From an optimization exercise on the open Yosys and OpenROAD flow, aimed at small area; shortcuts taken in it are not production practice. Where RTL was checked, it was by simulation tests only, not by an equivalence proof against the original. Power is estimated from default activity; no workload was simulated.

== run D ==
Design core16, start of the top module:
module core16 (
    input  wire        clk,
    input  wire        rst,           
    input  wire [15:0] load_addr,     
    input  wire [15:0] init_pc,       
    output wire        mem_req,
    output wire        mem_we,
    output wire [15:0] mem_addr,
    output wire [7:0]  mem_wdata,
    input  wire        mem_ack,
    input  wire [15:0] mem_rdata,
    output wire        disp_valid,
    output wire [15:0] disp_data,
    output wire        halted,
    output wire        faulted,
    output wire [1:0]  fault_code,
    output wire [16:0] fault_info,
    output wire [15:0] ac_out,
    output reg  [31:0] hits,
    output reg  [31:0] misses
);
For scale: ~260 flip-flops, about 200 I/O pins, ~0.0096 sq mm of cells after synthesis.
clock: 9.0 ns
lec_check: 0
cap_margin: 20
core_margin: 2
core_utilization: 55
slew_margin: 20
standard.sh (not shown) runs the stock make flow with config.mk's settings and CLKGATE_MAP_FILE= SYNTH_SCRIPT=/design/flow/synth_recipe.tcl, a recipe that flattens the netlist after the stock synthesis.
==> flow/flow/run.sh <==
#!/bin/bash
# Standard ORFS layout with: an area-oriented ABC script in the standard
# synthesis, smaller port buffers and a leaner clock tree.
set -euo pipefail
export FLOW_WORK=$PWD
export AREA_ABC_SCRIPT=$PWD/flow/abc_area.script
export BUFFER_PORTS_ARGS="-buffer_cell sky130_fd_sc_hd__buf_1"
export CTS_ARGS="-sink_clustering_enable -repair_clock_nets -buf_list sky130_fd_sc_hd__clkbuf_4 -sink_clustering_size 8 -sink_clustering_max_diameter 40 -dont_use_dummy_load"
sed "s#SYNTH_SCRIPT=[^ ]*#SYNTH_SCRIPT=$PWD/flow/synth_wrap.tcl#" standard.sh > own.sh
grep -q "synth_wrap.tcl" own.sh
bash own.sh > standard.log 2>&1
==> flow/flow/abc_area.script <==
&get -n
&st
&deepsyn -J 100 -T 0
&dch -f
&nf -a -R 1000 -p
&put
topo
stime -c
==> flow/flow/synth_wrap.tcl <==
# The standard synthesis (synth_recipe.tcl), with its ABC mapping script
# swapped for an area-oriented one. Registers are mapped before ABC runs,
# so they are the same as the standard synthesis's.
proc abc {args} {
  set i [lsearch -exact $args -script]
  if {$i >= 0} {
    set args [lreplace $args [expr {$i + 1}] [expr {$i + 1}] $::env(AREA_ABC_SCRIPT)]
  }
  yosys abc {*}$args
}
source $::env(FLOW_WORK)/synth_recipe.tcl
Input-level comparison between run F and run D:
diff --git a/flow/design.v b/flow/design.v
--- a/flow/design.v
+++ b/flow/design.v
@@ -58,54 +58,56 @@
     assign disp_data  = ac;
     assign disp_valid = (st == S_EX) && (ph == P_F1) && (op == OP_DISP);
     assign mem_req   = (st == S_XFER);
     assign mem_we    = ph[1] && (op == OP_STORE);
     assign mem_addr  = adr[15:0];
     assign mem_wdata = ph[0] ? ac[15:8] : ac[7:0];
     wire [7:0] rbyte = adr[0] ? mem_rdata[15:8] : mem_rdata[7:0];
     wire [2:0]  idx   = adr[3:1];
     wire [11:0] atag  = adr[15:4];
-    wire        abit  = (rp == 4'd12) || atag[rp];    
+    wire [15:0] abits = {4'b1111, atag};           
+    wire        abit  = abits[rp];
     wire [7:0]  lbits;
     wire        lbit  = lbits[idx];
     wire        diff  = abit ^ lbit;
     wire        oob   = adr[16];
     wire        hold  = clr || rot;    
     wire        look  = (st == S_LOOK) && !oob && !hold;
     wire        lend  = look && (cnt == 4'd12);
     wire        hit   = !mm && !diff;
     wire imm     = (ph == P_F1);
     wire is_mem  = (op == OP_LOADM) || (op == OP_STORE) || (op == OP_CMPM) ||
                    (op == OP_ADDM)  || (op == OP_SUBM)  || (op == OP_MULM);
     wire do_ea   = imm && (is_mem || (op == OP_JMP) || ((op == OP_CJMP) && flag));
-    wire [3:0] nop    = ph[1] ? op : rbyte[7:4];
-    wire       n_imm  = !ph[1];
-    wire       n_mem  = (nop == OP_LOADM) || (nop == OP_STORE) || (nop == OP_CMPM) ||
-                        (nop == OP_ADDM)  || (nop == OP_SUBM)  || (nop == OP_MULM);
-    wire       n_ea   = n_imm && (n_mem || (nop == OP_JMP) || ((nop == OP_CJMP) && flag));
-    wire       n_ld   = (nop == OP_LOAD) || (nop == OP_LOADM) || (nop == OP_BAD);
-    wire       n_sub  = (nop == OP_SUB) || (nop == OP_SUBM);
-    wire       n_cmp  = (nop == OP_CMPM);
-    wire       n_alu  = (nop == OP_ADD) || (nop == OP_ADDM) || n_sub || n_cmp;
-    wire [3:0] n_ctl  = n_ea ? 4'b0111 :
-                        {n_sub || n_cmp, n_alu || n_ld, n_alu, 1'b0};
-    wire       n_cin  = !n_ea && n_sub;
+    wire op_ld   = (op == OP_LOAD) || (op == OP_LOADM) || (op == OP_BAD);
+    wire op_sub  = (op == OP_SUB) || (op == OP_SUBM);
+    wire op_cmp  = (op == OP_CMPM);
+    wire op_alu  = (op == OP_ADD) || (op == OP_ADDM) || op_sub || op_cmp;
     reg  [1:0]  asel;      
     reg         bgate;     
     reg         binv;      
     reg         cin;
     always @* begin
         asel = 2'd0; bgate = 1'b0; binv = 1'b0; cin = 1'b0;
         case (st)
             S_XFER: begin asel = 2'd1; cin = 1'b1; end
             S_MUL:  begin asel = 2'd1; bgate = ac[0]; end
             S_EA:   begin asel = 2'd1; bgate = 1'b1; end
-            S_EX:   begin asel = cnt[1:0]; bgate = cnt[2]; binv = cnt[3]; cin = mm; end
+            S_EX: begin
+                if (do_ea) begin
+                    asel = 2'd3; bgate = 1'b1;
+                end else begin
+                    asel  = {op_alu, 1'b0};
+                    bgate = op_alu || op_ld;
+                    binv  = op_sub || op_cmp;
+                    cin   = op_sub;
+                end
+            end
             default: ;
         endcase
     end
     wire [15:0] bb   = (x & {16{bgate}}) ^ {16{binv}};
     reg  [16:0] aa;
     always @* begin
         case (asel)
             2'd1: aa = adr;
             2'd2: aa = {1'b0, ac};
@@ -220,41 +222,36 @@
                                 adr    <= y;
                                 ph     <= P_F1;
                                 st     <= S_LOOK;
                             end
                             P_F1: begin
                                 x[15:8] <= {rbyte[7:4] & {4{&rbyte[7:4]}}, rbyte[3:0]};
                                 op      <= rbyte[7:4];
                                 adr     <= y;
                                 pc      <= y;
-                                cnt     <= n_ctl;
-                                mm      <= n_cin;
                                 st      <= S_EX;
                             end
                             P_D0: begin
                                 x[7:0] <= rbyte;
                                 adr    <= y;
                                 ph     <= P_D1;
                                 st     <= S_LOOK;
                             end
                             default: begin
                                 x[15:8] <= rbyte;
-                                cnt     <= n_ctl;
-                                mm      <= n_cin;
                                 st      <= S_EX;
                             end
                         endcase
                     end
                 end
                 S_EX: begin
-                    st  <= S_LOOK;
-                    ph  <= P_F0;
-                    cnt <= 4'd0;
+                    st <= S_LOOK;
+                    ph <= P_F0;
                     if (ph == P_D1) adr <= pc;
                     if (do_ea) begin
                         adr <= y;           
                         st  <= S_EA;
                         ph  <= ph;
                     end else begin
                         case (op)
                             OP_LOAD, OP_LOADM, OP_ADD, OP_ADDM, OP_SUB, OP_SUBM:
                                 ac <= y[15:0];
Results
Diff run D -> run F: normalized max-slew margin saw an increase; maximum clock frequency grew by 2.3%; power dissipated in the clock network picked up an extra about 0.9%; number of global-route vias before repair shows no meaningful change. Against run D, setup slack after layout in run F came out better. In terms of clock network area share, run D and run F differ only marginally. Die area delta (run F − run D): favourable. Per the comparison of run F with run D, layout inverter count without the clock tree shrank by 2, number of non-clock buffers in the layout grew by 16.
For run D, only the layout was checked, not whether the RTL still works.

==> port drivers added, routing unchanged <==
How much do the figures lean on ideal ports? The routed layouts below were timed once more, with nothing changed but the port constraints. Step 1 sets driving cells, clkbuf_16 on the clock port and buf_2 on the other inputs (assumed; they add their load-dependent delay and slew). Step 2, shift: input delay + t, output delay - t, t = (earliest + latest rising clock arrival at the registers) / 2. This alone moves slack from input paths to output paths. Slacks: ideal ports / drivers / drivers and shift; pairs: ideal ports / drivers.
run	t, ns	setup WS [ns]	worst setup path at the end	pins driven straight from the clock port
run D	0.639	0.224 / 0.243 / -0.397	input to register	1
run F	0.647	0.419 / 0.419 / 0.270	input to register	1
With both steps, setup timing fails in run D, where it was met with ideal ports. The setup slack of run D, which loses most, moves by +0.019 ns with the drivers and by -0.621 ns with both steps.
